What follows belongs to an exercise in optimizing a design on an open flow for a short achievable clock period and few clock cycles per item; a production flow would make more cautious choices. RTL that was checked went through simulation tests only; none was proved equivalent to the original. No functional check of the RTL was part of runs 2 to 4. Power is estimated from default activity; no workload was simulated.

===== flow/design.v =====
module jbc_cc (
    input  wire        clk,
    input  wire        rst,
    input  wire        ev_valid,
    input  wire [31:0] ev_word,
    output wire        ev_ready,
    output reg         ev_done,
    output reg         heater,
    output reg         adc_start,
    output reg         enc_wr,
    output reg  [15:0] enc_wr_val,
    output wire [15:0] rd_data
);
    localparam [1:0] M_ACTIVE = 2'd0, M_HOLDER = 2'd1, M_REMOVED = 2'd2, M_DISC = 2'd3;
    function f_zcm;  input [31:0] w; f_zcm  = (w[31:28] == 4'd1) && (w[27:15] == 13'd0); endfunction
    function f_zcd;  input [31:0] w; f_zcd  = (w == 32'h2000_0000); endfunction
    function f_tick; input [31:0] w; f_tick = (w == 32'h3000_0000); endfunction
    function f_rfr;  input [31:0] w; f_rfr  = (w[31:28] == 4'd4) && (w[27:18] == 10'd0); endfunction
    function f_wrg;  input [31:0] w; f_wrg  = (w[31:28] == 4'd5) && (w[27:20] == 8'd0); endfunction
    function f_rds;  input [31:0] w; f_rds  = (w[31:28] == 4'd6) && (w[27:20] == 8'd0) && (w[15:0] == 16'd0); endfunction
    function f_rst;  input [31:0] w; f_rst  = (w == 32'h7000_0000); endfunction
    function drive;
        input       en;
        input [3:0] s;
        input [3:0] dq;
        begin
            drive = en && (s != 4'd0) && (s <= dq);
        end
    endfunction
    function [3:0] inc11;
        input [3:0] s;
        begin
            inc11 = (s == 4'd10) ? 4'd0 : s + 4'd1;
        end
    endfunction
    reg         ready_r;     
    reg  [1:0]  hcnt;        
    reg         p_r;         
    reg  [31:0] W;           
    reg         rst_r;       
    assign ev_ready = ready_r;
    wire accept = ev_valid & ready_r & ~rst;
    wire rel    = (hcnt == 2'd1);    
    reg  [3:0]  slot;
    reg  [3:0]  dq;              
    reg  [3:0]  dqf;             
    reg         out_en;
    reg  [1:0]  warmup;
    reg  [6:0]  qf;              
    reg  [4:0]  qa;              
    reg  [2:0]  qb;              
    reg  signed [11:0] err0;
    reg  signed [7:0]  integ;
    reg         tip_removed;
    reg         iron_disc;
    reg         iron_holder;
    reg         runaway;
    reg         blink_phase;
    reg  [1:0]  mode_state;
    reg  [8:0]  setpoint;
    reg  [8:0]  backup_sp;
    reg  [2:0]  hold_periods;
    reg  [8:0]  disp_sp;
    reg  [6:0]  disp_q;          
    reg  [3:0]  disp_dq;         
    reg  [31:0] ms_clock;
    reg  [8:0]  blink_ms;
    reg  [15:0] kp100, ki100, kd100;
    reg         s2_v;
    reg  [5:0]  s2_r;
    reg         s2_disc;
    reg  [26:0] pc_N;
    reg  [19:0] pc_K5, pc_KM;
    reg  signed [29:0] pc_AH, pc_AL, pc_AM;
    reg  signed [11:0] pc_HI, pc_LO, pc_E0, pc_I10;
    reg  signed [13:0] pc_RW;
    reg  signed [27:0] pa_kp_e0, pa_kd_e0, pa_kd_err, pa_ki_i10;
    reg  [15:0] pa_ki;
    wire signed [11:0] c_e0  = $signed({3'd0, setpoint}) - $signed({3'd0, qa, 3'd0}) - $signed({6'd0, qa, 1'b0});
    wire signed [11:0] c_i10 = c_e0 + {{4{integ[7]}}, integ};
    wire [16:0] c_kpd = {1'b0, kp100} + {1'b0, kd100};
    always @(posedge clk) begin
        case (qb)
            3'd0:    pc_N <= 27'd12163930;
            3'd1:    pc_N <= 27'd13842050;
            3'd2:    pc_N <= 27'd15519149;
            3'd3:    pc_N <= 27'd17196945;
            default: pc_N <= 27'd18874742;
        endcase
        pa_kp_e0  <= $signed({12'd0, kp100}) * c_e0;
        pa_kd_e0  <= $signed({12'd0, kd100}) * c_e0;
        pa_kd_err <= $signed({12'd0, kd100}) * err0;
        pa_ki_i10 <= $signed({12'd0, ki100}) * c_i10;
        pa_ki     <= ki100;
        pc_K5  <= c_kpd * 20'd5;
        pc_KM  <= (c_kpd + {1'b0, ki100}) * 20'd5;
        pc_E0  <= c_e0;
        pc_I10 <= c_i10;
        pc_HI  <= c_i10 - 12'sd101;
        pc_LO  <= c_i10 + 12'sd100;
        pc_RW  <= $signed({5'd0, setpoint}) * 14'sd11 - $signed({9'd0, qa}) * 14'sd100;
    end
    wire signed [29:0] c_c0 = pa_kp_e0 + pa_kd_e0 - pa_kd_err;
    always @(posedge clk) begin
        pc_AH <= c_c0 + $signed({14'd0, pa_ki}) * 30'sd100;
        pc_AL <= c_c0 - $signed({14'd0, pa_ki}) * 30'sd100;
        pc_AM <= c_c0 + pa_ki_i10;
    end
    wire w_zcm  = f_zcm(W);
    wire w_zcd  = f_zcd(W);
    wire w_tick = f_tick(W);
    wire w_rfr  = f_rfr(W);
    wire w_wrg  = f_wrg(W);
    wire w_rst  = f_rst(W);
    wire w_eval = p_r & w_zcm & (slot == 4'd0);
    wire rst_any = rst_r | (p_r & w_rst);
    wire [11:0] z_s      = W[11:0];
    wire        z_ok     = W[12];
    wire        z_disc   = W[13];
    wire        z_holder = W[14];
    wire        acq_fail = ~z_ok | (z_s > 12'd3500);
    wire [28:0] r_prod = z_s * 17'd70349 + pc_N;
    wire [5:0]  r1     = r_prod[27:22];
    wire [8:0]  r5     = s2_r * 9'd5;
    wire        is_hi  = $signed({3'd0, r5}) <= pc_HI;
    wire        is_lo  = $signed({3'd0, r5}) >  pc_LO;
    wire signed [29:0] k5s = $signed({10'd0, pc_K5});
    wire signed [29:0] kms = $signed({10'd0, pc_KM});
    wire signed [29:0] rs  = $signed({24'd0, s2_r});
    reg  [10:1] t_h, t_l, t_m, t_sel;
    reg  signed [29:0] dh, dl, dm;
    integer jt;
    always @(*) begin
        for (jt = 1; jt <= 10; jt = jt + 1) begin
            dh = pc_AH - k5s * rs - jt * 1000;
            dl = pc_AL - k5s * rs - jt * 1000;
            dm = pc_AM - kms * rs - jt * 1000;
            t_h[jt] = ~dh[29];
            t_l[jt] = ~dl[29];
            t_m[jt] = ~dm[29];
        end
        t_sel = is_hi ? t_h : is_lo ? t_l : t_m;
    end
    reg [3:0] dq_eval;
    integer jd;
    always @(*) begin
        dq_eval = 4'd0;
        for (jd = 1; jd <= 10; jd = jd + 1)
            if (t_sel[jd]) dq_eval = jd;
    end
    wire        warm        = (warmup == 2'd3);
    wire [11:0] r50         = s2_r * 12'd50;
    wire        runaway_new = $signed({2'd0, r50}) > pc_RW;
    wire [6:0]  q_new       = {qa, 1'b0} + {1'b0, s2_r};
    wire [16:0] q_x205      = q_new * 10'd205;
    wire [4:0]  qa_new      = q_x205[14:10];
    wire [2:0]  qb_new      = q_new - qa_new * 3'd5;
    wire signed [11:0] err_new   = pc_E0 - $signed({3'd0, r5});
    wire signed [11:0] isum_new  = pc_I10 - $signed({3'd0, r5});
    wire signed [7:0]  integ_new = is_hi ? 8'sd100 : is_lo ? -8'sd100 : isum_new[7:0];
    wire [4:0]  d_sum       = {1'b0, dq_eval} + {1'b0, dqf};
    wire        r_holder = W[16];
    wire        r_disc   = W[17];
    wire        r_neg    = W[15];
    wire        r_big    = ~W[15] & (W[14:0] > 15'd4500);
    wire [12:0] r_in     = W[12:0];
    wire [25:0] r_x      = r_in * 13'd6554;
    wire [8:0]  r_div    = r_x[24:16];
    wire [8:0]  r_raw    = r_neg ? 9'd0 : r_big ? 9'd450 : r_div;
    wire        r_change = (r_raw != backup_sp);
    wire [8:0]  r_reduced = (r_raw > 9'd150) ? 9'd150 : r_raw;
    wire [1:0]  r_mode   = tip_removed ? M_REMOVED :
                           r_disc      ? M_DISC    :
                           r_holder    ? M_HOLDER  : M_ACTIVE;
    wire        r_recent = r_change | (hold_periods != 3'd0);
    reg  [3:0]  n_slot, n_dq, n_dqf;
    reg         n_en;
    reg  [1:0]  n_warmup;
    reg  [6:0]  n_qf;
    reg  [4:0]  n_qa;
    reg  [2:0]  n_qb;
    reg  signed [11:0] n_err0;
    reg  signed [7:0]  n_integ;
    reg         n_tip, n_disc, n_holder, n_runaway, n_phase;
    reg  [1:0]  n_mode;
    reg  [8:0]  n_sp, n_bsp, n_dsp;
    reg  [2:0]  n_hold;
    reg  [6:0]  n_dispq;
    reg  [3:0]  n_dispdq;
    reg  [31:0] n_ms;
    reg  [8:0]  n_bms;
    reg  [15:0] n_kp, n_ki, n_kd;
    wire [3:0]  f_dq      = rst_any ? 4'd0 : dq;
    wire [3:0]  f_dqf     = rst_any ? 4'd0 : dqf;
    wire        f_en      = rst_any ? 1'b0 : out_en;
    wire [1:0]  f_warmup  = rst_any ? 2'd0 : warmup;
    wire [6:0]  f_qf      = rst_any ? 7'd0 : qf;
    wire        f_tip     = rst_any ? 1'b0 : tip_removed;
    wire        f_disc    = rst_any ? 1'b0 : iron_disc;
    wire        f_holder  = rst_any ? 1'b0 : iron_holder;
    wire        f_runaway = rst_any ? 1'b0 : runaway;
    always @(*) begin
        n_slot = slot; n_dq = dq; n_dqf = dqf; n_en = out_en; n_warmup = warmup;
        n_qf = qf; n_qa = qa; n_qb = qb; n_err0 = err0; n_integ = integ;
        n_tip = tip_removed; n_disc = iron_disc; n_holder = iron_holder;
        n_runaway = runaway; n_phase = blink_phase; n_mode = mode_state;
        n_sp = setpoint; n_bsp = backup_sp; n_dsp = disp_sp; n_hold = hold_periods;
        n_dispq = disp_q; n_dispdq = disp_dq; n_ms = ms_clock; n_bms = blink_ms;
        n_kp = kp100; n_ki = ki100; n_kd = kd100;
        if (rst_any) begin
            n_slot = 4'd0; n_dq = 4'd0; n_dqf = 4'd0; n_en = 1'b0; n_warmup = 2'd0;
            n_qf = 7'd0; n_qa = 5'd0; n_qb = 3'd0; n_err0 = 12'sd0; n_integ = 8'sd0;
            n_tip = 1'b0; n_disc = 1'b0; n_holder = 1'b0;
            n_runaway = 1'b0; n_phase = 1'b0; n_mode = M_ACTIVE;
            n_sp = 9'd0; n_bsp = 9'd0; n_dsp = 9'd0; n_hold = 3'd0;
            n_dispq = 7'd0; n_dispdq = 4'd0; n_ms = 32'd0; n_bms = 9'd0;
            n_kp = 16'd170; n_ki = 16'd15; n_kd = 16'd50;
        end else begin
            if (p_r) begin
                if (w_eval) begin
                    n_disc   = z_disc;
                    n_holder = z_holder;
                    n_tip    = acq_fail;
                    if (acq_fail) begin
                        n_runaway = 1'b0; n_en = 1'b0; n_dq = 4'd0; n_dqf = 4'd0;
                    end
                end
                if (w_zcd) n_slot = inc11(slot);
                if (w_tick) begin
                    n_ms = ms_clock + 32'd1;
                    if (blink_ms == 9'd499) begin
                        n_bms   = 9'd0;
                        n_phase = ~blink_phase;
                        if (hold_periods != 3'd0) n_hold = hold_periods - 3'd1;
                    end else begin
                        n_bms = blink_ms + 9'd1;
                    end
                end
                if (w_rfr) begin
                    if (r_change) n_hold = 3'd4;
                    n_bsp    = r_raw;
                    n_sp     = r_holder ? r_reduced : r_raw;
                    n_mode   = r_mode;
                    n_dsp    = (r_mode == M_HOLDER && !r_recent) ? r_reduced : r_raw;
                    n_dispq  = qf;
                    n_dispdq = r_mode[1] ? 4'd0 : dqf;
                end
                if (w_wrg) begin
                    case (W[19:16])
                        4'd0:  n_kp = W[15:0];
                        4'd1:  n_ki = W[15:0];
                        4'd2:  n_kd = W[15:0];
                        4'd14: n_ms[15:0]  = W[15:0];
                        4'd15: n_ms[31:16] = W[15:0];
                        default: ;
                    endcase
                end
            end
            if (s2_v) begin
                n_qf      = q_new;
                n_qa      = qa_new;
                n_qb      = qb_new;
                n_runaway = runaway_new;
                if (!warm) n_warmup = warmup + 2'd1;
                n_err0    = err_new;
                n_integ   = integ_new;
                if (s2_disc) begin
                    n_en = 1'b0; n_dq = 4'd0; n_dqf = 4'd0;
                end else begin
                    n_en  = warm & ~runaway_new;
                    n_dq  = dq_eval;
                    n_dqf = d_sum[4:1];
                end
            end
        end
    end
    wire [3:0] s1 = inc11(slot);
    wire [3:0] s2 = inc11(s1);
    wire d0 = drive(out_en, slot, dq);
    wire d1 = drive(out_en, s1, dq);
    wire d2 = drive(out_en, s2, dq);
    wire w_step = p_r & w_zcd;
    wire pin_a  = ~rst_any & (w_step ? d1 : d0);
    wire pin_b  = ~rst_any & (s2_v ? (~s2_disc & warm & ~runaway_new & t_sel[1]) : w_step ? d2 : d1);
    wire n_slot0 = (n_slot == 4'd0);
    wire gain_chg = ((W[19:16] == 4'd0) & (W[15:0] != kp100)) |
                    ((W[19:16] == 4'd1) & (W[15:0] != ki100)) |
                    ((W[19:16] == 4'd2) & (W[15:0] != kd100));
    wire stale = rst_any | s2_v | (p_r & ((w_rfr & (n_sp != setpoint)) | w_eval | (w_wrg & gain_chg)));
    wire [15:0] f_status = {3'd0, (n_hold != 3'd0), n_mode, f_warmup,
                            n_phase, 1'b0, f_runaway, f_holder, f_disc,
                            f_tip, f_en, heater};
    wire [15:0] view [0:15];
    assign view[0]  = n_kp;
    assign view[1]  = n_ki;
    assign view[2]  = n_kd;
    assign view[3]  = {12'd0, n_slot};
    assign view[4]  = f_status;
    assign view[5]  = {9'd0, f_dq * 7'd10};
    assign view[6]  = {9'd0, f_dqf * 7'd10};
    assign view[7]  = {6'd0, f_qf * 10'd5};
    assign view[8]  = {7'd0, n_sp};
    assign view[9]  = {7'd0, n_bsp};
    assign view[10] = {7'd0, n_dsp};
    assign view[11] = {6'd0, n_dispq * 10'd5};
    assign view[12] = {9'd0, n_dispdq * 7'd10};
    assign view[13] = {13'd0, n_hold};
    assign view[14] = n_ms[15:0];
    assign view[15] = n_ms[31:16];
    reg [15:0] rd_pre [0:3];
    reg [3:0]  rd_sel;
    assign rd_data = ({16{rd_sel[0]}} & rd_pre[0]) | ({16{rd_sel[1]}} & rd_pre[1]) |
                     ({16{rd_sel[2]}} & rd_pre[2]) | ({16{rd_sel[3]}} & rd_pre[3]);
    wire i_zcm = f_zcm(ev_word);
    wire i_zcd = f_zcd(ev_word);
    wire i_rfr = f_rfr(ev_word);
    wire i_rds = f_rds(ev_word);
    wire i_rst = f_rst(ev_word);
    wire s1_now = w_eval;
    wire i_rdv = i_rds & (ev_word[19:18] == 2'd1);    
    wire [1:0] i_h = ((i_zcm | i_rdv) & s1_now) ? 2'd2 :
                     (((i_zcd | i_rfr) & s1_now) | (i_rdv & s2_v) | (i_zcm & n_slot0 & stale)) ? 2'd1 : 2'd0;
    wire go = accept & (i_h == 2'd0);
    wire hw_zcm = w_zcm;
    wire h_heater = w_rst ? 1'b0 : w_zcm ? ((slot == 4'd0) ? 1'b0 : pin_a) : w_zcd ? pin_b : heater;
    wire [1:0] rsel = rel ? W[19:18] : ev_word[19:18];
    wire [1:0] rlo  = rel ? W[17:16] : ev_word[17:16];
    wire [31:0] ow  = rel ? W : ev_word;
    integer k;
    always @(posedge clk) begin
        rst_r <= rst;
        if (rst) begin
            ready_r <= 1'b1;
            hcnt    <= 2'd0;
            p_r     <= 1'b0;
            ev_done <= 1'b0;
            heater  <= 1'b0;
            s2_v    <= 1'b0;
        end else begin
            if (hcnt != 2'd0) begin
                hcnt    <= hcnt - 2'd1;
                ready_r <= rel;
            end else begin
                hcnt    <= accept ? i_h : 2'd0;
                ready_r <= ~(accept & (i_h != 2'd0));
            end
            p_r     <= rel | go;
            ev_done <= rel | go;
            if (rel)
                heater <= h_heater;
            else if (go) begin
                if (i_rst)
                    heater <= 1'b0;
                else if (i_zcm)
                    heater <= n_slot0 ? 1'b0 : pin_a;
                else if (i_zcd)
                    heater <= pin_b;
            end
            s2_v <= w_eval & ~acq_fail & ~rst_r;
        end
        if (hcnt == 2'd0)
            W <= ev_word;
        s2_r    <= r1;
        s2_disc <= z_disc;
        adc_start  <= rel ? (hw_zcm & (slot == 4'd0)) : (i_zcm & n_slot0);
        enc_wr     <= f_rfr(ow) & (ow[15] | (ow[14:0] > 15'd4500));
        enc_wr_val <= ow[15] ? 16'd0 : 16'd4500;
        for (k = 0; k < 4; k = k + 1)
            rd_pre[k] <= view[{rsel, k[1:0]}];
        rd_sel <= 4'd1 << rlo;
        slot <= n_slot; dq <= n_dq; dqf <= n_dqf; out_en <= n_en; warmup <= n_warmup;
        qf <= n_qf; qa <= n_qa; qb <= n_qb; err0 <= n_err0; integ <= n_integ;
        tip_removed <= n_tip; iron_disc <= n_disc; iron_holder <= n_holder;
        runaway <= n_runaway; blink_phase <= n_phase; mode_state <= n_mode;
        setpoint <= n_sp; backup_sp <= n_bsp; disp_sp <= n_dsp; hold_periods <= n_hold;
        disp_q <= n_dispq; disp_dq <= n_dispdq; ms_clock <= n_ms; blink_ms <= n_bms;
        kp100 <= n_kp; ki100 <= n_ki; kd100 <= n_kd;
    end
endmodule

===== flow/flow/run.sh =====
#!/bin/bash
# Standard ORFS layout (the standard.sh), with the timing repair steps asked to
# leave setup slack of SETUP_MARGIN ns at the design's own clock period and SDC.
set -euo pipefail
MARGIN=$(cat flow/margin.txt)
bash standard.sh synth > log_synth.txt 2>&1
bash standard.sh SETUP_SLACK_MARGIN=$MARGIN finish > log_layout.txt 2>&1

===== flow/flow/margin.txt =====
37.0

===== flow/standard.sh =====
#!/bin/bash
# synth_recipe.tcl (not shown) runs the flow's synth.tcl, then flattens the netlist and writes it again
# the make line also repeats each setting of config.mk as NAME=value (left out here)
make -C /OpenROAD-flow-scripts/flow DESIGN_CONFIG=/design/flow/config.mk WORK_HOME=/design/flow/orfs CLKGATE_MAP_FILE= SYNTH_SCRIPT=/design/flow/synth_recipe.tcl "${@:-finish}"

===== flow/config.mk =====
export PLATFORM = sky130hd
export DESIGN_NAME = jbc_cc
export DESIGN_NICKNAME = jbc_cc
export VERILOG_FILES = /design/flow/design.v
export SDC_FILE = /design/flow/constraint.sdc
export NUM_CORES = 4
export LEC_CHECK = 0
export CAP_MARGIN = 20
export CORE_MARGIN = 2
export CORE_UTILIZATION = 40
export SLEW_MARGIN = 20

===== flow/constraint.sdc =====
create_clock -name core_clock -period 48.0 [get_ports {clk}]
set_input_delay 9.6000 -clock core_clock [delete_from_list [all_inputs] [get_ports {clk}]]
set_output_delay 9.6000 -clock core_clock [all_outputs]
set_load 0.01 [all_outputs]

==> impl_metrics.json, run 1 <==
{
  "regArea_um2": 12900,
  "end_kind": "primary output",
  "min_period_ns": 11.36,
  "finClkSkew_ns": 0.0570,
  "hold_violations": 0,
  "async_reset_ff_frac": 0,
  "synth_seq_cells": 628,
  "drtPass1Iterations": 6,
  "grt_max_degree": 67,
  "cts_buffers": 79,
  "power.share.combinational": 0.701,
  "grt_pass1_vias": 63900,
  "die_h_um": 451,
  "die_area_um2": 203000,
  "synth.distinct_cells": 111,
  "total_switching_power_w": 0.00203,
  "vias": 63400,
  "hp-class": "flop to flop",
  "yosysWarnings": 2,
  "slew_headroom": 0.168,
  "multi_input_area_um2": 60600,
  "clk_path_buf_depth": 3,
  "start_util": 0.401,
  "ant_nets": 0,
  "core-area_um2": 199000,
  "dp_hpwl_um": 190000,
  "seqPwrFrac": 0.137,
  "cts.sinks": 628,
  "drt_iter0_markers": 4577,
  "final_nets": 11200,
  "grt_pass1_wl_um": 373000,
  "peakVddDrop_uv": 90.6,
  "p_int_w": 0.00196,
  "final_cell_area_um2": 87700,
  "period_share": 0.237,
  "avgRoutedWirePerCell_um": 20.5,
  "rsz0062_at_grt": "yes",
  "netlist_area_um2": 79900,
  "crit_fanout": 7,
  "tightest_slew_ns": 1.24,
  "crit_required_ns": 38.40,
  "die_w_um": 451,
  "numPortBuffers": 60,
  "cts_root_buf": "clkbuf_16",
  "drive_gt1_frac": 0.0650,
  "clkPwrFrac": 0.161,
  "clkSlewWorstSetupHoldPaths_ns": 0.07,
  "n_fill_cell": 19500,
  "io_pins": 72,
  "synth_edf_count": 32,
  "worst_skew_pair.late_latency_ns": 0.74,
  "wl_um": 244000,
  "synth-main-ff-cell": "dfxtp_1",
  "final_util": 0.441,
  "fp-row-count": 164,
  "cts_tree": "done",
  "max_cap_violations": 0,
  "synth-seq-area-share": 0.161,
  "status": "timing/DRC/antenna clean",
  "maxSlewViolCount": 0,
  "critPathKind": "flop to primary output",
  "grt.overflow.total": 0,
  "place_congestion": 0.950,
  "dpl_worst_slack_ns": 35.60,
  "swShare": 0.509,
  "via_per_inst": 5.33,
  "grt_use_total": 0.236,
  "power.density_nw_per_um2": 45.5,
  "clock.fmax_ghz": 0.0880,
  "setup_tns_ns": 0,
  "netlist_instances": 9185,
  "arrival_ns": 1.76,
  "dpl_cell_area_um2": 83700,
  "drcViolationCount": 0,
  "setup_viol": 0,
  "area_growth_pct": 9.82,
  "p_leak_nw": 43.0,
  "avgSynthCellArea_um2": 8.70,
  "cts_hold_buf": 0,
  "htreeDepth": 3,
  "worst_slack_ns": 36.64,
  "antenna_found_initial": 5,
  "worst_hold_slack_ns": 0.464,
  "critPathLaunchType": "flop"
}
==> cell usage in the layout, fill, tap and decap left out, types with 65 or more instances in the layout <==
master,n
a21o_1,121
a21oi_1,461
and2_1,530
buf_4,145
clkbuf_16,82
dfxtp_1,580
fa_1,873
ha_1,1094
inv_1,1582
mux2i_1,65
nand2_1,793
nand2b_1,122
nand3_1,89
nor2_1,402
nor2b_1,110
nor3_1,106
o21ai_0,254
o21bai_1,122
xnor2_1,355
xor2_1,162
==> path summary, 6_finish.rpt <==
| check | endpoint | cells past startpoint | slack (ns) | start |
|---|---|---|---|---|
| max | rd_data[14] | 4 | 36.64 | rd_sel[1]$_SDFF_PP0_ |
| min | runaway$_SDFFE_PP0P_ | 2 | 0.46 | runaway$_SDFFE_PP0P_ |
| max reg2reg | dqf[2]$_SDFFE_PP0P_ | 49 | 37.48 | s2_r[2]$_DFF_P_ |
| min reg2reg | runaway$_SDFFE_PP0P_ | 2 | 0.46 | runaway$_SDFFE_PP0P_ |
==> registers in the layout, summed over array words and instances (netlist names), 27 cells and up <==
signal / count
W: 32
ms_clock: 32
rd_pre: 64
pa_ki_i10: 28
pa_kp_e0: 28
pc_AL: 30
pc_AH: 27
pc_AM: 30
pa_kd_err: 28
pa_kd_e0: 28
==> Yosys cell counts (all sizes together) (11+ instances only) <==
| master | count | area (µm²) |
|---|---|---|
| or4 | 15 | 120 |
| o21a | 58 | 435 |
| o21ai | 269 | 1370 |
| inv | 1582 | 5940 |
| nand4 | 48 | 315 |
| a2111oi | 21 | 230 |
| o211ai | 35 | 288 |
| a22oi | 62 | 465 |
| o22ai | 35 | 219 |
| a211oi | 64 | 510 |
| nor3b | 12 | 90.1 |
| maj3 | 21 | 218 |
| xor2 | 168 | 1470 |
| a21oi | 483 | 2420 |
| a21o | 121 | 908 |
| nor2 | 406 | 1520 |
| mux2i | 68 | 693 |
| o21bai | 122 | 916 |
| or3 | 30 | 188 |
| o2111ai | 11 | 96.3 |
| xnor2 | 381 | 3370 |
| edfxtp | 32 | 961 |
| nor2b | 111 | 694 |
| nor4 | 52 | 338 |
| ha | 1095 | 13700 |
| o31ai | 17 | 128 |
| or2 | 25 | 156 |
| clkbuf | 303 | 1140 |
| a21boi | 37 | 278 |
| nand2 | 811 | 3040 |
| buf | 44 | 239 |
| o211a | 11 | 110 |
| fa | 873 | 17500 |
| o32ai | 12 | 113 |
| dfxtp | 596 | 11900 |
| a22o | 13 | 114 |
| and2 | 532 | 3330 |
| nand2b | 122 | 763 |
| a31oi | 44 | 290 |
| and3 | 59 | 369 |
| nor3 | 111 | 556 |
| nand3 | 92 | 470 |
==> cell type report <==
type,count,area share
well taps,2656,0.0379
inverters,1583,0.0677
clock inverters,48,0.00659
flip-flops and latches,628,0.147
repair buffers,234,0.0248
multi-input cells,6637,0.690
clock buffers,99,0.0250
diodes,3,0.0000856
==> worst max-delay path, stage by stage, from the launching register on <==
cell	delay, ns
dfxtp_4	0.39
buf_4	0.17
a22oi_2	0.18
nand2_1	0.12
buf_2	0.16
==> logic make-up (layout without fill, tap and decap cells) <==
logic type	after synthesis	after routing	synth area share
simple gates	2468	2468	0.155
flops	628	628	0.161
compound gates	1529	1529	0.125
mux	81	81	0.0109
other cells	1	14	0.0000470
xor+xnor	559	559	0.0635
fa+ha+maj	1989	1989	0.393
buf+inv	1930	1964	0.0916
==> routing by layer <==
metal / global-route usage / wire length, µm / vias to the layer above
li1: - / - / 29700
met1: 0.313 / 106000 / 31400
met2: 0.394 / 113000 / 1858
met3: 0.0305 / 14800 / 381
met4: 0.0850 / 9910 / 0
met5: 0 / 0 / -
==> stage by stage <==
step | cells | power, W
detailed placement | 11700 | 0.00324
finish | 11900 | 0.00399
CTS | 11900 | 0.00393
floorplan | 9195 | 0.00252
global route | 11900 | 0.00431
global placement | 11700 | 0.00321
==> power by group through the flow <==
stage          Clock [W]  Sequential [W]  Combinational, W
6_report        0.000645        0.000549           0.00280
3_3_place_gp           0        0.000558           0.00265
2_1_floorplan          0        0.000555           0.00197
5_1_grt         0.000673        0.000549           0.00309
4_1_cts         0.000654        0.000545           0.00273
3_5_place_dp           0        0.000558           0.00269
==> repair_timing <==
item	CTS	global route
buffers inserted	32	16
cloned	2	4
resized for setup	246	107
setup endpoints to repair	56	33
pin swaps	47	57
Testbench counts, summed over its fixed seeds: cycles 814,214, items 800,000.
==> run 2, diff against run 1 <==
--- a/flow/design.v
+++ b/flow/design.v
@@ -283,10 +283,7 @@
     wire pin_a  = ~rst_any & (w_step ? d1 : d0);
     wire pin_b  = ~rst_any & (s2_v ? (~s2_disc & warm & ~runaway_new & t_sel[1]) : w_step ? d2 : d1);
     wire n_slot0 = (n_slot == 4'd0);
-    wire gain_chg = ((W[19:16] == 4'd0) & (W[15:0] != kp100)) |
-                    ((W[19:16] == 4'd1) & (W[15:0] != ki100)) |
-                    ((W[19:16] == 4'd2) & (W[15:0] != kd100));
-    wire stale = rst_any | s2_v | (p_r & ((w_rfr & (n_sp != setpoint)) | w_eval | (w_wrg & gain_chg)));
+    wire stale = rst_any | s2_v | (p_r & (w_rfr | w_eval | (w_wrg & (W[19:18] == 2'd0) & (W[17:16] != 2'd3))));
     wire [15:0] f_status = {3'd0, (n_hold != 3'd0), n_mode, f_warmup,
                             n_phase, 1'b0, f_runaway, f_holder, f_disc,
                             f_tip, f_en, heater};
==> run 2 against run 1 <==
Against the previous run:
- still clean
- design area down 2.0%
- clock-buffer cell count down 2
- area after synthesis down 2.0%
- register-to-register slack worse by 0.12 ns
- global-route usage down 0.44 points
- clock skew down 0.017 ns
- largest power group unchanged
==> impl_metrics.json, run 2 <==
{
  "synth_area_leader_cell": "fa_1",
  "drtPass1Iterations": 8,
  "end_kind": "flop",
  "cts_root_buf": "clkbuf_16",
  "place_inst": 11400,
  "avgRoutedWirePerCell_um": 20.0,
  "multi_input_area_um2": 59000,
  "synth_area_leaders": "fa_1 22%, ha_1 18%, dfxtp_1 15%, inv_1 7.6%, and2_1 4.1%",
  "synth.distinct_cells": 108,
  "antenna_found_initial": 8,
  "hold_violations": 0,
  "finClkSkew_ns": 0.0397,
  "path_cells": "buf_6 -> or4_4 -> nor4_4 -> nand4b_1 -> nor4_2 -> a21oi_1 -> o22ai_2 -> nor4_2 -> nor2_1 -> a311oi_2 -> mux2i_1 -> nor2_1",
  "die_area_um2": 199000,
  "place_congestion": 0.932,
  "slew_headroom": 0.194,
  "status": "timing/DRC/antenna clean",
  "core-area_um2": 195000,
  "peakVddDrop_uv": 95.2,
  "dp_hpwl_um": 181000,
  "cpPeakStageDelay_ns": 0.55,
  "worst_skew_pair.late_latency_ns": 0.71,
  "clk_path_buf_depth": 3,
  "clock.fmax_ghz": 0.0880,
  "clkPwrFrac": 0.166,
  "drive_gt1_frac": 0.0609,
  "top_register": "rd_pre",
  "vias": 61600,
  "total_switching_power_w": 0.00193,
  "drcViolationCount": 0,
  "ant_nets": 0,
  "yosysTopAreaCellShare": 0.223,
  "n_fill_cell": 18900,
  "min_period_ns": 11.37,
  "power.density_nw_per_um2": 44.3,
  "wl_met3_um": 14100,
  "via_per_inst": 5.31,
  "power.share.combinational": 0.690,
  "setup_viol": 0,
  "netlist_instances": 8979,
  "period_share": 0.237,
  "cts.sinks": 628,
  "final_util": 0.442,
  "swShare": 0.506,
  "cpMaxStageDelayCell": "or4_4",
  "max_cap_violations": 0,
  "tightest_slew_ns": 1.21,
  "start_util": 0.402,
  "async_reset_ff_frac": 0,
  "clkSlewWorstSetupHoldPaths_ns": 0.06,
  "die_h_um": 446,
  "final_nets": 11000,
  "htreeDepth": 3,
  "cts_tree": "done",
  "final_cell_mix": "1,593 x inv_1, 1,095 x ha_1, 873 x fa_1, 776 x nand2_1, 582 x dfxtp_1",
  "synth-main-ff-cell": "dfxtp_1",
  "critPathLaunchType": "input port",
  "synth_edf_count": 32,
  "setup_tns_ns": 0,
  "grt_pass1_wl_um": 358000,
  "highest_layer": "met5",
  "grt_use_total": 0.232,
  "seqPwrFrac": 0.145,
  "die_w_um": 446,
  "crit_fanout": 2,
  "met2_length_um": 106000,
  "synth-seq-area-share": 0.165,
  "hp-class": "flop to flop",
  "wl_met1_um": 100000,
  "io_pins": 72,
  "netlist_area_um2": 78300,
  "final_common_cell": "inv_1",
  "yosysWarnings": 2,
  "grt_pass1_vias": 62300,
  "largestRegisters": "rd_pre (64), W (32), ms_clock (32)",
  "area_growth_pct": 9.85,
  "p_leak_nw": 42.5,
  "synth_common_cells": "1,595 x inv_1, 1,095 x ha_1, 873 x fa_1",
  "numPortBuffers": 60,
  "crit_required_ns": 48.55,
  "synth_most_common_cell": "inv_1",
  "rsz0062_at_grt": "yes",
  "drt_iter0_markers": 3789,
  "avgSynthCellArea_um2": 8.72,
  "critPathKind": "input port to flop",
  "maxSlewViolCount": 0,
  "p_int_w": 0.00188,
  "grt_max_degree": 78,
  "arrival_ns": 11.92,
  "finalNonFillerCells": 11600,
  "cts_buffers": 78,
  "largest_reg_flops": 64,
  "grt.overflow.total": 0,
  "wl_um": 232000,
  "synth_seq_cells": 628,
  "regArea_um2": 12900,
  "fp-row-count": 162
}
-- run 2: metrics by stage --
| stage | setup slack, ns | power (W) | hold WS [ns] | instance area [µm²] |
|---|---|---|---|---|
| final | 36.63 | 0.00381 | 0.475 | 86000 |
| after global routing | 36.48 | 0.00412 | 0.494 | 86000 |
| after CTS | 36.64 | 0.00376 | 0.470 | 85200 |
| after detailed placement | 35.37 | 0.00310 | 0.461 | 82100 |
| after global placement | 35.35 | 0.00307 | 0.444 | 82100 |
| after floorplan | 36.34 | 0.00241 | 0.354 | 78300 |
-- run 2: layout make-up --
class | instances | area share
clock inverter | 45 | 0.00668
clock buffer | 97 | 0.0251
antenna | 3 | 0.0000873
sequential | 628 | 0.150
timing repair buffer | 245 | 0.0250
tap | 2542 | 0.0370
multi-input combinational | 6453 | 0.686
inverter | 1595 | 0.0697
-- run 2: final timing paths --
check / cells after the start / endpoint / startpoint / slack [ns]
setup reg to reg: 47 / dqf[3]$_SDFFE_PP0P_ / s2_r[4]$_DFF_P_ / 37.36
hold / removal: 2 / disp_sp[0]$_DFF_P_ / disp_sp[0]$_DFF_P_ / 0.48
hold reg to reg: 2 / disp_sp[0]$_DFF_P_ / disp_sp[0]$_DFF_P_ / 0.48
setup / recovery: 12 / heater$_SDFFE_PP0P_ / ev_word[27] / 36.63
-- run 2: what timing repair did --
action	in CTS	in global routing
setup buffers	25	27
endpoints found under the setup margin	48	31
pin swaps	45	41
cloned	0	3
gates resized for setup	200	104
hold buffers	0	0
-- run 2: cells by family (layout without fill, tap and decap cells) --
group | Yosys count | in the layout | share of synthesized area
other | 1 | 14 | 0.0000479
muxes | 87 | 87 | 0.0113
buffers and inverters | 1908 | 1982 | 0.0924
and+or+nand+nor | 2420 | 2420 | 0.154
DFF | 628 | 628 | 0.165
adders and majority gates | 1981 | 1981 | 0.400
xor gates and xnor gates | 494 | 494 | 0.0563
AOI/OAI and AO/OA | 1460 | 1460 | 0.121
-- run 2: worst max-delay path, delay by kind of cell --
kind                   cells  cell delay, ns
muxes                      1            0.21
buffers and inverters      1            0.09
and+or+nand+nor            7            1.57
AOI/OAI and AO/OA          3            0.45
-- run 2: per-layer routing --
metal,GRT usage,up-vias
met5,0,-
met1,0.302,30500
li1,-,29100
met2,0.381,1646
met3,0.0369,377
met4,0.0972,6
-- run 2: power by group through the flow --
stage | registers, W | clock network (W) | logic (W)
floorplan | 0.000554 | 0 | 0.00186
global placement | 0.000561 | 0 | 0.00251
detailed placement | 0.000561 | 0 | 0.00254
CTS | 0.000550 | 0.000643 | 0.00257
global route | 0.000551 | 0.000660 | 0.00291
finish | 0.000551 | 0.000632 | 0.00263
==> run 3, diff against run 2 <==
--- a/flow/design.v
+++ b/flow/design.v
@@ -9,7 +9,7 @@
     output reg         adc_start,
     output reg         enc_wr,
     output reg  [15:0] enc_wr_val,
-    output wire [15:0] rd_data
+    output reg  [15:0] rd_data
 );
     localparam [1:0] M_ACTIVE = 2'd0, M_HOLDER = 2'd1, M_REMOVED = 2'd2, M_DISC = 2'd3;
     function f_zcm;  input [31:0] w; f_zcm  = (w[31:28] == 4'd1) && (w[27:15] == 13'd0); endfunction
@@ -17,7 +17,6 @@
     function f_tick; input [31:0] w; f_tick = (w == 32'h3000_0000); endfunction
     function f_rfr;  input [31:0] w; f_rfr  = (w[31:28] == 4'd4) && (w[27:18] == 10'd0); endfunction
     function f_wrg;  input [31:0] w; f_wrg  = (w[31:28] == 4'd5) && (w[27:20] == 8'd0); endfunction
-    function f_rds;  input [31:0] w; f_rds  = (w[31:28] == 4'd6) && (w[27:20] == 8'd0) && (w[15:0] == 16'd0); endfunction
     function f_rst;  input [31:0] w; f_rst  = (w == 32'h7000_0000); endfunction
     function drive;
         input       en;
@@ -283,7 +282,10 @@
     wire pin_a  = ~rst_any & (w_step ? d1 : d0);
     wire pin_b  = ~rst_any & (s2_v ? (~s2_disc & warm & ~runaway_new & t_sel[1]) : w_step ? d2 : d1);
     wire n_slot0 = (n_slot == 4'd0);
-    wire stale = rst_any | s2_v | (p_r & (w_rfr | w_eval | (w_wrg & (W[19:18] == 2'd0) & (W[17:16] != 2'd3))));
+    wire gain_chg = ((W[19:16] == 4'd0) & (W[15:0] != kp100)) |
+                    ((W[19:16] == 4'd1) & (W[15:0] != ki100)) |
+                    ((W[19:16] == 4'd2) & (W[15:0] != kd100));
+    wire stale = rst_any | s2_v | (p_r & ((w_rfr & (n_sp != setpoint)) | w_eval | (w_wrg & gain_chg)));
     wire [15:0] f_status = {3'd0, (n_hold != 3'd0), n_mode, f_warmup,
                             n_phase, 1'b0, f_runaway, f_holder, f_disc,
                             f_tip, f_en, heater};
@@ -304,67 +306,54 @@
     assign view[13] = {13'd0, n_hold};
     assign view[14] = n_ms[15:0];
     assign view[15] = n_ms[31:16];
-    reg [15:0] rd_pre [0:3];
-    reg [3:0]  rd_sel;
-    assign rd_data = ({16{rd_sel[0]}} & rd_pre[0]) | ({16{rd_sel[1]}} & rd_pre[1]) |
-                     ({16{rd_sel[2]}} & rd_pre[2]) | ({16{rd_sel[3]}} & rd_pre[3]);
-    wire i_zcm = f_zcm(ev_word);
-    wire i_zcd = f_zcd(ev_word);
-    wire i_rfr = f_rfr(ev_word);
-    wire i_rds = f_rds(ev_word);
-    wire i_rst = f_rst(ev_word);
-    wire s1_now = w_eval;
-    wire i_rdv = i_rds & (ev_word[19:18] == 2'd1);    
-    wire [1:0] i_h = ((i_zcm | i_rdv) & s1_now) ? 2'd2 :
-                     (((i_zcd | i_rfr) & s1_now) | (i_rdv & s2_v) | (i_zcm & n_slot0 & stale)) ? 2'd1 : 2'd0;
-    wire go = accept & (i_h == 2'd0);
-    wire hw_zcm = w_zcm;
+    wire i_zcm, i_zcd, i_rfr, i_rdv, i_rst, i_enc;
+    jbc_dec dec (.w(ev_word), .zcm(i_zcm), .zcd(i_zcd), .rfr(i_rfr), .rdv(i_rdv), .rst(i_rst), .enc(i_enc));
+    wire s1_now    = w_eval;
+    wire zcm_stale = n_slot0 & stale;
+    wire zcm_hold  = s1_now | zcm_stale;
+    wire z_a = zcm_hold ? heater : (n_slot0 ? 1'b0 : pin_a);
+    wire z_b = s1_now   ? heater : pin_b;
     wire h_heater = w_rst ? 1'b0 : w_zcm ? ((slot == 4'd0) ? 1'b0 : pin_a) : w_zcd ? pin_b : heater;
-    wire [1:0] rsel = rel ? W[19:18] : ev_word[19:18];
-    wire [1:0] rlo  = rel ? W[17:16] : ev_word[17:16];
-    wire [31:0] ow  = rel ? W : ev_word;
-    integer k;
+    wire h_adc    = w_zcm & (slot == 4'd0);
+    wire h_enc    = w_rfr & (W[15] | (W[14:0] > 15'd4500));
+    wire       d_ready, d_p, d_done, d_heater, d_adc, d_enc;
+    wire [1:0] d_hcnt;
+    jbc_ctl ctl (
+        .ev_valid(ev_valid), .rst(rst),
+        .i_zcm(i_zcm), .i_zcd(i_zcd), .i_rfr(i_rfr), .i_rdv(i_rdv), .i_rst(i_rst), .i_enc(i_enc),
+        .ready_r(ready_r), .hcnt(hcnt), .heater(heater), .s1_now(s1_now), .s2_v(s2_v),
+        .zcm_stale(zcm_stale), .n_slot0(n_slot0), .z_a(z_a), .z_b(z_b),
+        .h_heater(h_heater), .h_adc(h_adc), .h_enc(h_enc),
+        .d_ready(d_ready), .d_hcnt(d_hcnt), .d_p(d_p), .d_done(d_done),
+        .d_heater(d_heater), .d_adc(d_adc), .d_enc(d_enc)
+    );
+    wire [15:0] d_rd;
+    jbc_rdmux rdm (
+        .v0(view[0]), .v1(view[1]), .v2(view[2]), .v3(view[3]),
+        .v4(view[4]), .v5(view[5]), .v6(view[6]), .v7(view[7]),
+        .v8(view[8]), .v9(view[9]), .v10(view[10]), .v11(view[11]),
+        .v12(view[12]), .v13(view[13]), .v14(view[14]), .v15(view[15]),
+        .sel_ev(ev_word[19:16]), .sel_w(W[19:16]), .rel(rel), .y(d_rd)
+    );
     always @(posedge clk) begin
-        rst_r <= rst;
-        if (rst) begin
-            ready_r <= 1'b1;
-            hcnt    <= 2'd0;
-            p_r     <= 1'b0;
-            ev_done <= 1'b0;
-            heater  <= 1'b0;
-            s2_v    <= 1'b0;
-        end else begin
-            if (hcnt != 2'd0) begin
-                hcnt    <= hcnt - 2'd1;
-                ready_r <= rel;
-            end else begin
-                hcnt    <= accept ? i_h : 2'd0;
-                ready_r <= ~(accept & (i_h != 2'd0));
-            end
-            p_r     <= rel | go;
-            ev_done <= rel | go;
-            if (rel)
-                heater <= h_heater;
-            else if (go) begin
-                if (i_rst)
-                    heater <= 1'b0;
-                else if (i_zcm)
-                    heater <= n_slot0 ? 1'b0 : pin_a;
-                else if (i_zcd)
-                    heater <= pin_b;
-            end
+        rst_r   <= rst;
+        ready_r <= d_ready;
+        hcnt    <= d_hcnt;
+        p_r     <= d_p;
+        ev_done <= d_done;
+        heater  <= d_heater;
+        if (rst)
+            s2_v <= 1'b0;
+        else
             s2_v <= w_eval & ~acq_fail & ~rst_r;
-        end
         if (hcnt == 2'd0)
             W <= ev_word;
         s2_r    <= r1;
         s2_disc <= z_disc;
-        adc_start  <= rel ? (hw_zcm & (slot == 4'd0)) : (i_zcm & n_slot0);
-        enc_wr     <= f_rfr(ow) & (ow[15] | (ow[14:0] > 15'd4500));
-        enc_wr_val <= ow[15] ? 16'd0 : 16'd4500;
-        for (k = 0; k < 4; k = k + 1)
-            rd_pre[k] <= view[{rsel, k[1:0]}];
-        rd_sel <= 4'd1 << rlo;
+        adc_start  <= d_adc;
+        enc_wr     <= d_enc;
+        enc_wr_val <= (rel ? W[15] : ev_word[15]) ? 16'd0 : 16'd4500;
+        rd_data    <= d_rd;
         slot <= n_slot; dq <= n_dq; dqf <= n_dqf; out_en <= n_en; warmup <= n_warmup;
         qf <= n_qf; qa <= n_qa; qb <= n_qb; err0 <= n_err0; integ <= n_integ;
         tip_removed <= n_tip; iron_disc <= n_disc; iron_holder <= n_holder;
@@ -374,3 +363,99 @@
         kp100 <= n_kp; ki100 <= n_ki; kd100 <= n_kd;
     end
 endmodule
+module jbc_dec (
+    input  wire [31:0] w,
+    output wire        zcm,
+    output wire        zcd,
+    output wire        rfr,
+    output wire        rdv,
+    output wire        rst,
+    output wire        enc
+);
+    wire z27_15 = (w[27:15] == 13'd0);
+    wire z14_0  = (w[14:0] == 15'd0);
+    assign zcm = (w[31:28] == 4'd1) & z27_15;
+    assign zcd = (w[31:28] == 4'd2) & z27_15 & z14_0;
+    assign rst = (w[31:28] == 4'd7) & z27_15 & z14_0;
+    assign rfr = (w[31:28] == 4'd4) & (w[27:18] == 10'd0);
+    assign rdv = (w[31:28] == 4'd6) & (w[27:20] == 8'd0) & (w[19:18] == 2'd1) & (w[15:0] == 16'd0);
+    assign enc = rfr & (w[15] | (w[14:0] > 15'd4500));
+endmodule
+module jbc_ctl (
+    input  wire       ev_valid,
+    input  wire       rst,
+    input  wire       i_zcm,
+    input  wire       i_zcd,
+    input  wire       i_rfr,
+    input  wire       i_rdv,
+    input  wire       i_rst,
+    input  wire       i_enc,
+    input  wire       ready_r,
+    input  wire [1:0] hcnt,
+    input  wire       heater,
+    input  wire       s1_now,
+    input  wire       s2_v,
+    input  wire       zcm_stale,
+    input  wire       n_slot0,
+    input  wire       z_a,
+    input  wire       z_b,
+    input  wire       h_heater,
+    input  wire       h_adc,
+    input  wire       h_enc,
+    output wire       d_ready,
+    output wire [1:0] d_hcnt,
+    output wire       d_p,
+    output wire       d_done,
+    output wire       d_heater,
+    output wire       d_adc,
+    output wire       d_enc
+);
+    wire rel   = (hcnt == 2'd1);
+    wire offer = ev_valid & ready_r;
+    wire hold2 = (i_zcm | i_rdv) & s1_now;
+    wire hold1 = ((i_zcd | i_rfr) & s1_now) | (i_rdv & s2_v) | (i_zcm & zcm_stale);
+    wire hold  = hold2 | hold1;
+    wire go    = offer & ~hold;
+    assign d_ready  = rst | ((hcnt != 2'd0) ? rel : ~(offer & hold));
+    assign d_hcnt   = rst ? 2'd0 :
+                      (hcnt != 2'd0) ? hcnt - 2'd1 :
+                      ~offer ? 2'd0 : hold2 ? 2'd2 : hold1 ? 2'd1 : 2'd0;
+    assign d_p      = ~rst & (rel | go);
+    assign d_done   = ~rst & (rel | go);
+    assign d_heater = rst ? 1'b0 :
+                      rel ? h_heater :
+                      ~offer ? heater :
+                      i_rst ? 1'b0 : i_zcm ? z_a : i_zcd ? z_b : heater;
+    assign d_adc    = rel ? h_adc : (i_zcm & n_slot0);
+    assign d_enc    = rel ? h_enc : i_enc;
+endmodule
+module jbc_rdmux (
+    input  wire [15:0] v0, v1, v2, v3, v4, v5, v6, v7,
+    input  wire [15:0] v8, v9, v10, v11, v12, v13, v14, v15,
+    input  wire [3:0]  sel_ev,
+    input  wire [3:0]  sel_w,
+    input  wire        rel,
+    output reg  [15:0] y
+);
+    wire [3:0] sel = rel ? sel_w : sel_ev;
+    always @(*) begin
+        case (sel)
+            4'd0:  y = v0;
+            4'd1:  y = v1;
+            4'd2:  y = v2;
+            4'd3:  y = v3;
+            4'd4:  y = v4;
+            4'd5:  y = v5;
+            4'd6:  y = v6;
+            4'd7:  y = v7;
+            4'd8:  y = v8;
+            4'd9:  y = v9;
+            4'd10: y = v10;
+            4'd11: y = v11;
+            4'd12: y = v12;
+            4'd13: y = v13;
+            4'd14: y = v14;
+            default: y = v15;
+        endcase
+    end
+endmodule
==> flow/flow/margin.txt (replaced) <==
37.4
--- a/flow/config.mk
+++ b/flow/config.mk
@@ -9,3 +9,5 @@
 export CORE_MARGIN = 2
 export CORE_UTILIZATION = 40
 export SLEW_MARGIN = 20
+export SYNTH_HIERARCHICAL = 1
+export SYNTH_MINIMUM_KEEP_SIZE = 0
==> run 3 against run 2 <==
Against the previous run:
- still clean
- design area is 2.6% higher
- hold slack worse by 0.035 ns
- sequential power is 8.3% lower
- routed wire length is 7.1% higher
- clock-buffer cell count stayed put
- critical path type unchanged
- largest power group unchanged
- highest routed layer unchanged
==> impl_metrics.json, run 3 <==
{
  "status": "timing/DRC/antenna clean",
  "antenna_found_initial": 8,
  "synth_fa_ha_area_frac": 0.393,
  "final_util": 0.446,
  "max_cap_violations": 0,
  "drtPass1Iterations": 6,
  "reg2regPathDepth": 35,
  "via_per_inst": 5.35,
  "ant_nets": 0,
  "finClkSkew_ns": 0.0393,
  "cp-startpoint": "ev_word[17]",
  "final_common_cell": "inv_1",
  "clkSlewWorstSetupHoldPaths_ns": 0.06,
  "area_growth_pct": 10.5,
  "period_share": 0.229,
  "htreeDepth": 3,
  "drcViolationCount": 0,
  "drive_gt1_frac": 0.0673,
  "start_util": 0.403,
  "clock.fmax_ghz": 0.0910,
  "hp-class": "flop to flop",
  "arrival_ns": 11.58,
  "critPathKind": "input port to flop",
  "cts_root_buf": "clkbuf_16",
  "die_w_um": 451,
  "crit_cells": 7,
  "path_cells": "buf_8 -> or4_4 -> or3_4 -> nor4_4 -> mux2_4 -> o2111ai_4 -> a311oi_2",
  "synth_area_leaders": "fa_1 22%, ha_1 17%, dfxtp_1 14%, inv_1 7.5%, and2_1 4.2%",
  "synth_most_common_cell": "inv_1",
  "yosys.area_share.simple": 0.165,
  "synth_common_cells": "1,588 x inv_1, 1,097 x ha_1, 873 x fa_1",
  "maxSlewViolCount": 0,
  "async_reset_ff_frac": 0,
  "wl_um": 248000,
  "synthMuxAreaShare": 0.00643,
  "crit_fanout": 2,
  "min_period_ns": 10.99,
  "synth_top_family_by_area": "adder cells",
  "whs_path_depth": 0,
  "synth_area_leader_cell": "fa_1",
  "synth-seq-area-share": 0.149,
  "synth_xor_xnor_area_share": 0.0575,
  "end_kind": "flop",
  "cts.sinks": 577,
  "clk_path_buf_depth": 3,
  "synth.distinct_cells": 116,
  "io_pins": 72,
  "cp_top_family": "simple AND/OR/NAND/NOR gates",
  "dp_hpwl_um": 193000,
  "vias": 64800,
  "synth-compound-area-share": 0.136,
  "place_congestion": 0.945,
  "die_area_um2": 203000,
  "synth_edf_count": 32,
  "synth_seq_cells": 577,
  "cpMaxStageDelayCell": "or4_4",
  "netlist_instances": 9319,
  "grt.overflow.total": 0,
  "grt_max_degree": 71,
  "dpl_worst_slack_ns": 35.60,
  "rsz0062_at_grt": "yes",
  "avgRoutedWirePerCell_um": 20.5,
  "core-area_um2": 198000,
  "worst_skew_pair.late_latency_ns": 0.73,
  "worst_slack_ns": 37.01,
  "final_nets": 11400,
  "final_cell_mix": "1,587 x inv_1, 1,093 x ha_1, 873 x fa_1, 811 x nand2_1, 540 x and2_1",
  "cts_buffers": 74,
  "synth-main-ff-cell": "dfxtp_1",
  "path_buf_inv": 1,
  "reg2reg_from": "s2_r[5]$_DFF_P_",
  "die_h_um": 451,
  "grt_use_total": 0.241,
  "yosysTopAreaCellShare": 0.219,
  "p_leak_nw": 43.2,
  "hold_violations": 0,
  "setup_tns_ns": 0,
  "peakVddDrop_uv": 95.2,
  "grt_pass1_vias": 65200,
  "power.density_nw_per_um2": 45.6,
  "reg2reg_setup_slack_ns": 37.76,
  "slew_headroom": 0.207,
  "endpoint": "heater$_DFF_P_",
  "crit_required_ns": 48.59,
  "grt_pass1_wl_um": 381000,
  "largestRegisters": "W (32), ms_clock (32)",
  "avgSynthCellArea_um2": 8.56,
  "netlist_area_um2": 79800,
  "cts_tree": "done",
  "fp-row-count": 163,
  "yosysWarnings": 8,
  "numPortBuffers": 60,
  "tightest_slew_ns": 1.19,
  "drt_iter0_markers": 4713,
  "setup_viol": 0,
  "cpPeakStageDelay_ns": 0.52,
  "rr_endpoint": "dqf[2]$_SDFFE_PN0P_",
  "critPathLaunchType": "input port"
}
-- run 3: cell count changes after synthesis, sizes merged, moves of 30 or more --
cell | before | now
xnor2 | 342 | 387
clkbuf | 260 | 305
o211ai | 18 | 48
nand2 | 785 | 820
dfxtp | 596 | 545
mux2i | 78 | 40
-- run 3: per-module statistics from Yosys (local to each module, per instance) --
module     flops+latches  area [µm²]
jbc_ctl                0         188
jbc_dec                0         201
jbc_rdmux              0        2090
jbc_cc               577       77300
-- run 3: report_power, final --
part	internal, W	switching [W]	total (W)
combinational	0.00109	0.00182	0.00291
clock	0.000351	0.000255	0.000606
sequential	0.000492	0.0000127	0.000505
-- run 3: routing by layer --
layer | up-vias | track usage | routed length [µm]
li1 | 30600 | - | -
met1 | 31700 | 0.311 | 105000
met2 | 1969 | 0.396 | 113000
met3 | 464 | 0.0362 | 16000
met4 | 6 | 0.116 | 14300
met5 | - | 0 | 60
-- run 3: logic make-up (layout without fill, tap and decap cells) --
| logic type | Yosys count | after routing |
|---|---|---|
| and+or+nand+nor | 2613 | 2613 |
| adders and majority gates | 1986 | 1986 |
| buffers and inverters | 1945 | 1986 |
| AOI/OAI and AO/OA | 1623 | 1623 |
| DFF | 577 | 577 |
| xor gates and xnor gates | 524 | 524 |
| muxes | 50 | 50 |
| other | 1 | 116 |
-- run 3: repair_timing --
item / 4_1_cts / 5_1_grt
pin swaps: 26 / 47
gates resized for setup: 260 / 101
setup endpoints to repair: 57 / 57
setup buffers: 19 / 40
endpoints found under the hold margin: 0 / 0
hold buffers: 0 / 0
gates cloned: 0 / 5
-- run 3: stage by stage --
step                total power, W  area [µm²]  hold WS [ns]  instances
floorplan                  0.00257       80500         0.369       9431
global placement           0.00327       84200         0.397      11900
detailed placement         0.00332       84200         0.397      11900
CTS                        0.00398       87300         0.428      12100
global route               0.00436       88200         0.436      12100
finish                     0.00402       88200         0.440      12100
-- run 3: cell type report --
class / count / area [µm²]
fillers: 19400 / 110000
diodes: 3 / 7.51
well taps: 2640 / 3300
clock buffers: 97 / 2100
clock inverters: 38 / 503
inverters: 1589 / 5970
flip-flops and latches: 577 / 11900
repair buffers: 262 / 2480
multi-input cells: 6909 / 61900
-- run 3: worst min-delay path by stage --
stage / start / end
3_5_place_dp: ki100[10]$_DFF_P_ / pa_ki[10]$_DFF_P_
2_1_floorplan: W[13]$_DFFE_PN_ / s2_disc$_DFF_P_
3_3_place_gp: ki100[10]$_DFF_P_ / pa_ki[10]$_DFF_P_
4_1_cts: ki100[10]$_DFF_P_ / pa_ki[10]$_DFF_P_
5_1_grt: ki100[10]$_DFF_P_ / pa_ki[10]$_DFF_P_
6_report: ki100[10]$_DFF_P_ / pa_ki[10]$_DFF_P_
==> run 4, diff against run 3 <==
--- a/flow/design.v
+++ b/flow/design.v
@@ -363,6 +363,15 @@
         kp100 <= n_kp; ki100 <= n_ki; kd100 <= n_kd;
     end
 endmodule
+module jbc_nor4 (input wire [3:0] a, output wire y);
+    assign y = ~|a;
+endmodule
+module jbc_and4 (input wire [3:0] a, output wire y);
+    assign y = &a;
+endmodule
+module jbc_gt4500 (input wire [14:0] a, output wire y);
+    assign y = (a > 15'd4500);
+endmodule
 module jbc_dec (
     input  wire [31:0] w,
     output wire        zcm,
@@ -372,14 +381,33 @@
     output wire        rst,
     output wire        enc
 );
-    wire z27_15 = (w[27:15] == 13'd0);
-    wire z14_0  = (w[14:0] == 15'd0);
-    assign zcm = (w[31:28] == 4'd1) & z27_15;
-    assign zcd = (w[31:28] == 4'd2) & z27_15 & z14_0;
-    assign rst = (w[31:28] == 4'd7) & z27_15 & z14_0;
-    assign rfr = (w[31:28] == 4'd4) & (w[27:18] == 10'd0);
-    assign rdv = (w[31:28] == 4'd6) & (w[27:20] == 8'd0) & (w[19:18] == 2'd1) & (w[15:0] == 16'd0);
-    assign enc = rfr & (w[15] | (w[14:0] > 15'd4500));
+    wire ga, gb, gc, ge, gf, gg, gh;
+    jbc_nor4 n_a (.a(w[27:24]), .y(ga));
+    jbc_nor4 n_b (.a(w[23:20]), .y(gb));
+    jbc_nor4 n_c (.a(w[19:16]), .y(gc));
+    jbc_nor4 n_e (.a(w[14:11]), .y(ge));
+    jbc_nor4 n_f (.a(w[10:7]),  .y(gf));
+    jbc_nor4 n_g (.a(w[6:3]),   .y(gg));
+    assign gh = ~|w[2:0];
+    wire op1, op2, op4, op6, op7;
+    jbc_and4 o_1 (.a({~w[31], ~w[30], ~w[29],  w[28]}), .y(op1));
+    jbc_and4 o_2 (.a({~w[31], ~w[30],  w[29], ~w[28]}), .y(op2));
+    jbc_and4 o_4 (.a({~w[31],  w[30], ~w[29], ~w[28]}), .y(op4));
+    jbc_and4 o_6 (.a({~w[31],  w[30],  w[29], ~w[28]}), .y(op6));
+    jbc_and4 o_7 (.a({~w[31],  w[30],  w[29],  w[28]}), .y(op7));
+    wire z_hi, z_lo, z_rfr, z_rds;
+    jbc_and4 a_hi  (.a({ga, gb, gc, ~w[15]}), .y(z_hi));
+    jbc_and4 a_lo  (.a({ge, gf, gg, gh}), .y(z_lo));
+    jbc_and4 a_rfr (.a({op4, ga, gb, ~(w[19] | w[18])}), .y(z_rfr));
+    jbc_and4 a_rds (.a({op6, ga, gb, ~w[15]}), .y(z_rds));
+    wire big;
+    jbc_gt4500 c_big (.a(w[14:0]), .y(big));
+    assign zcm = op1 & z_hi;
+    assign zcd = op2 & z_hi & z_lo;
+    assign rst = op7 & z_hi & z_lo;
+    assign rfr = z_rfr;
+    assign rdv = z_rds & ~w[19] & w[18] & z_lo;
+    assign enc = z_rfr & (w[15] | big);
 endmodule
 module jbc_ctl (
     input  wire       ev_valid,
==> run 4 against run 3 <==
Against the previous run:
- die area decreased by 0.36%
- combinational power shrank 4%
- register-to-register slack gained 0.09 ns
- hold slack better by 0.017 ns
- fmax is 1.7% higher
- critical path depth fell by 6
- global-route usage grew 1.2 points
- first-iteration DRC count down 2.8%
- core utilization about the same
- flip-flop and latch count stayed put
==> impl_metrics.json, run 4 <==
{
  "p_leak_nw": 43.4,
  "grt_use_total": 0.253,
  "hold_violations": 0,
  "clock.fmax_ghz": 0.0925,
  "final_common_cell": "inv_1",
  "maxSlewViolCount": 0,
  "largestRegisters": "W (32), ms_clock (32)",
  "netlist_area_um2": 79500,
  "cpMaxStageDelayCell": "dfxtp_4",
  "die_h_um": 450,
  "avgSynthCellArea_um2": 8.67,
  "reg2regPathDepth": 52,
  "tightest_slew_ns": 1.32,
  "setup_tns_ns": 0,
  "drtPass1Iterations": 9,
  "end_kind": "primary output",
  "synth_seq_cells": 577,
  "async_reset_ff_frac": 0,
  "synth.distinct_cells": 122,
  "place_congestion": 0.949,
  "final_nets": 11300,
  "min_to": "iron_disc$_SDFFE_PN0P_",
  "drt_iter0_markers": 4580,
  "worst_skew_pair.late_latency_ns": 0.71,
  "reg2reg_setup_slack_ns": 37.85,
  "synth_edf_count": 32,
  "grt_pass1_wl_um": 394000,
  "via_per_inst": 5.36,
  "antenna_found_initial": 14,
  "synth-main-ff-cell": "dfxtp_1",
  "min_period_ns": 10.81,
  "yosysTopAreaCellShare": 0.220,
  "path_buf_inv": 1,
  "netlist_instances": 9165,
  "path_cells": "buf_6",
  "final_cell_area_um2": 88000,
  "ant_nets": 0,
  "crit_required_ns": 38.40,
  "arrival_ns": 1.21,
  "status": "timing/DRC/antenna clean",
  "critPathKind": "flop to primary output",
  "htreeDepth": 3,
  "clk_path_buf_depth": 3,
  "drive_gt1_frac": 0.0735,
  "avgRoutedWirePerCell_um": 21.6,
  "power.density_nw_per_um2": 44.5,
  "synth_common_cells": "1,582 x inv_1, 1,097 x ha_1, 873 x fa_1",
  "core-area_um2": 197000,
  "drcViolationCount": 0,
  "finalNonFillerCells": 12000,
  "yosysWarnings": 8,
  "vias": 64300,
  "clkSlewWorstSetupHoldPaths_ns": 0.06,
  "area_growth_pct": 10.7,
  "synth_area_leader_cell": "fa_1",
  "cts_hold_buf": 0,
  "dp_hpwl_um": 202000,
  "crit_cells": 1,
  "cts_root_buf": "clkbuf_16",
  "numPortBuffers": 60,
  "peakVddDrop_uv": 98.2,
  "rr_endpoint": "dqf[3]$_SDFFE_PN0P_",
  "cts.sinks": 577,
  "grt_max_degree": 75,
  "grt_pass1_vias": 65400,
  "reg2reg_from": "s2_r[0]$_DFF_P_",
  "place_inst": 11800,
  "rsz0062_at_grt": "yes",
  "period_share": 0.225,
  "max_cap_violations": 0,
  "hp-class": "flop to flop",
  "io_pins": 72,
  "cpPeakStageDelay_ns": 0.39,
  "cp_top_family": "flip-flops",
  "synth_area_leaders": "fa_1 22%, ha_1 17%, dfxtp_1 14%, inv_1 7.5%, and2_1 4.3%",
  "start_util": 0.403,
  "grt.overflow.total": 0,
  "critPathLaunchType": "flop",
  "whs_path_depth": 2,
  "die_area_um2": 202000,
  "slew_headroom": 0.111,
  "setup_viol": 0,
  "synth_most_common_cell": "inv_1",
  "crit_fanout": 1,
  "fp-row-count": 163,
  "worstHoldStart": "iron_disc$_SDFFE_PN0P_",
  "cts_tree": "done",
  "dpl_cell_area_um2": 83900,
  "synth-seq-area-share": 0.149,
  "die_w_um": 450,
  "finClkSkew_ns": 0.0502,
  "final_cell_mix": "1,578 x inv_1, 1,094 x ha_1, 872 x fa_1, 747 x nand2_1, 546 x and2_1",
  "cts_buffers": 76,
  "wl_um": 259000
}
run 4: changes by cell type after synthesis, moves of 18 or more:
| cell | change |
|---|---|
| a21oi_1 | -27 |
| a22oi_1 | +23 |
| maj3_1 | +18 |
| nand2_1 | -65 |
| nor3_1 | -19 |
| o21ai_0 | -19 |
| or3_1 | -18 |
| xnor2_1 | -25 |
| xor2_1 | +35 |
run 4: power breakdown:
part	internal, W	switching, W
logic	0.00107	0.00171
registers	0.000493	0.0000180
clock network	0.000364	0.000253
total	0.00193	0.00198
run 4: modules after synthesis, one instance, submodules excluded:
module | area, µm² | cells | copies in the design
jbc_rdmux | 2090 | 304 | 1
jbc_gt4500 | 55.1 | 8 | 1
jbc_ctl | 188 | 29 | 1
jbc_cc | 76900 | 8797 | 1
jbc_and4 | 8.76 | 1 | 9
jbc_dec | 63.8 | 12 | 1
jbc_nor4 | 12.5 | 1 | 6
run 4: layout make-up:
class	count	area, µm²
timing repair buffer	289	2590
inverter	1582	5950
tap	2640	3300
antenna	4	10.0
sequential	577	12000
clock buffer	98	2080
fill	19300	109000
multi-input combinational	6764	61600
clock inverter	42	579
run 4: worst max path at each step:
stage | slack, ns | from | end
after floorplan | 37.04 | ev_word[17] | rd_data[7]$_DFF_P_
after global placement | 35.74 | ev_word[18] | rd_data[1]$_DFF_P_
after detailed placement | 35.67 | ev_word[18] | rd_data[1]$_DFF_P_
after CTS | 37.15 | rd_data[11]$_DFF_P_ | rd_data[11]
after global routing | 37.17 | enc_wr_val[8]$_DFF_P_ | enc_wr_val[7]
final | 37.19 | rd_data[11]$_DFF_P_ | rd_data[11]
run 4: logic make-up after synthesis:
logic type	share of synthesized area
xor+xnor	0.0612
buf+inv	0.0930
other cells	0.0000472
compound gates	0.134
flops	0.149
fa+ha+maj	0.397
simple gates	0.159
mux	0.00697
run 4: metrics by stage:
stage / setup WS, ns / util / hold slack [ns] / power, W
floorplan: 37.04 / - / 0.346 / 0.00245
global placement: 35.74 / 0.425 / 0.438 / 0.00312
detailed placement: 35.67 / 0.425 / 0.445 / 0.00315
CTS: 37.15 / 0.443 / 0.455 / 0.00384
global route: 37.17 / 0.446 / 0.481 / 0.00422
finish: 37.19 / 0.446 / 0.457 / 0.00392
run 4: repair_timing:
item                                    CTS  global route
endpoints found under the setup margin   57            57
resized for setup                       275           151
pin swaps                                37            54
cloned                                    3             1
buffers inserted                         48            32
run 4: per-layer routing:
metal  vias up  global-route usage  wire [µm]
li1      30200                   -          -
met4         2               0.125      14600
met3       492              0.0316      14900
met1     31600               0.333     112000
met2      1980               0.410     117000
met5         -                   0         13

afterwards: timing with drivers on the ports:
In the flow no input, the clock included, has a driving cell. The finished layouts below were timed again as built, in two steps. Step 1: set_driving_cell puts a clkbuf_16 on clk and a buf_2 on each other input, an assumption about the parent block. Step 2 also shifts input and output timing later by t, the mid clock arrival at the registers, as if the neighbouring blocks saw the same clock. Slacks: ideal / step 1 / step 2; pairs: ideal / step 1.
run | t (ns) | setup slack, ns | clock arrival spread, ns
run 1 | 0.793 | 36.639 / 36.553 / 36.083 | 0.064 / 0.064
run 2 | 0.774 | 36.631 / 36.560 / 35.906 | 0.041 / 0.041
run 3 | 0.806 | 37.006 / 37.055 / 36.249 | 0.040 / 0.040
run 4 | 0.772 | 37.190 / 37.102 / 36.637 | 0.050 / 0.051
After both steps setup and hold are still met in every run listed. The setup slack of run 3, which loses most, moves by +0.049 ns with the drivers and by -0.757 ns with both steps.
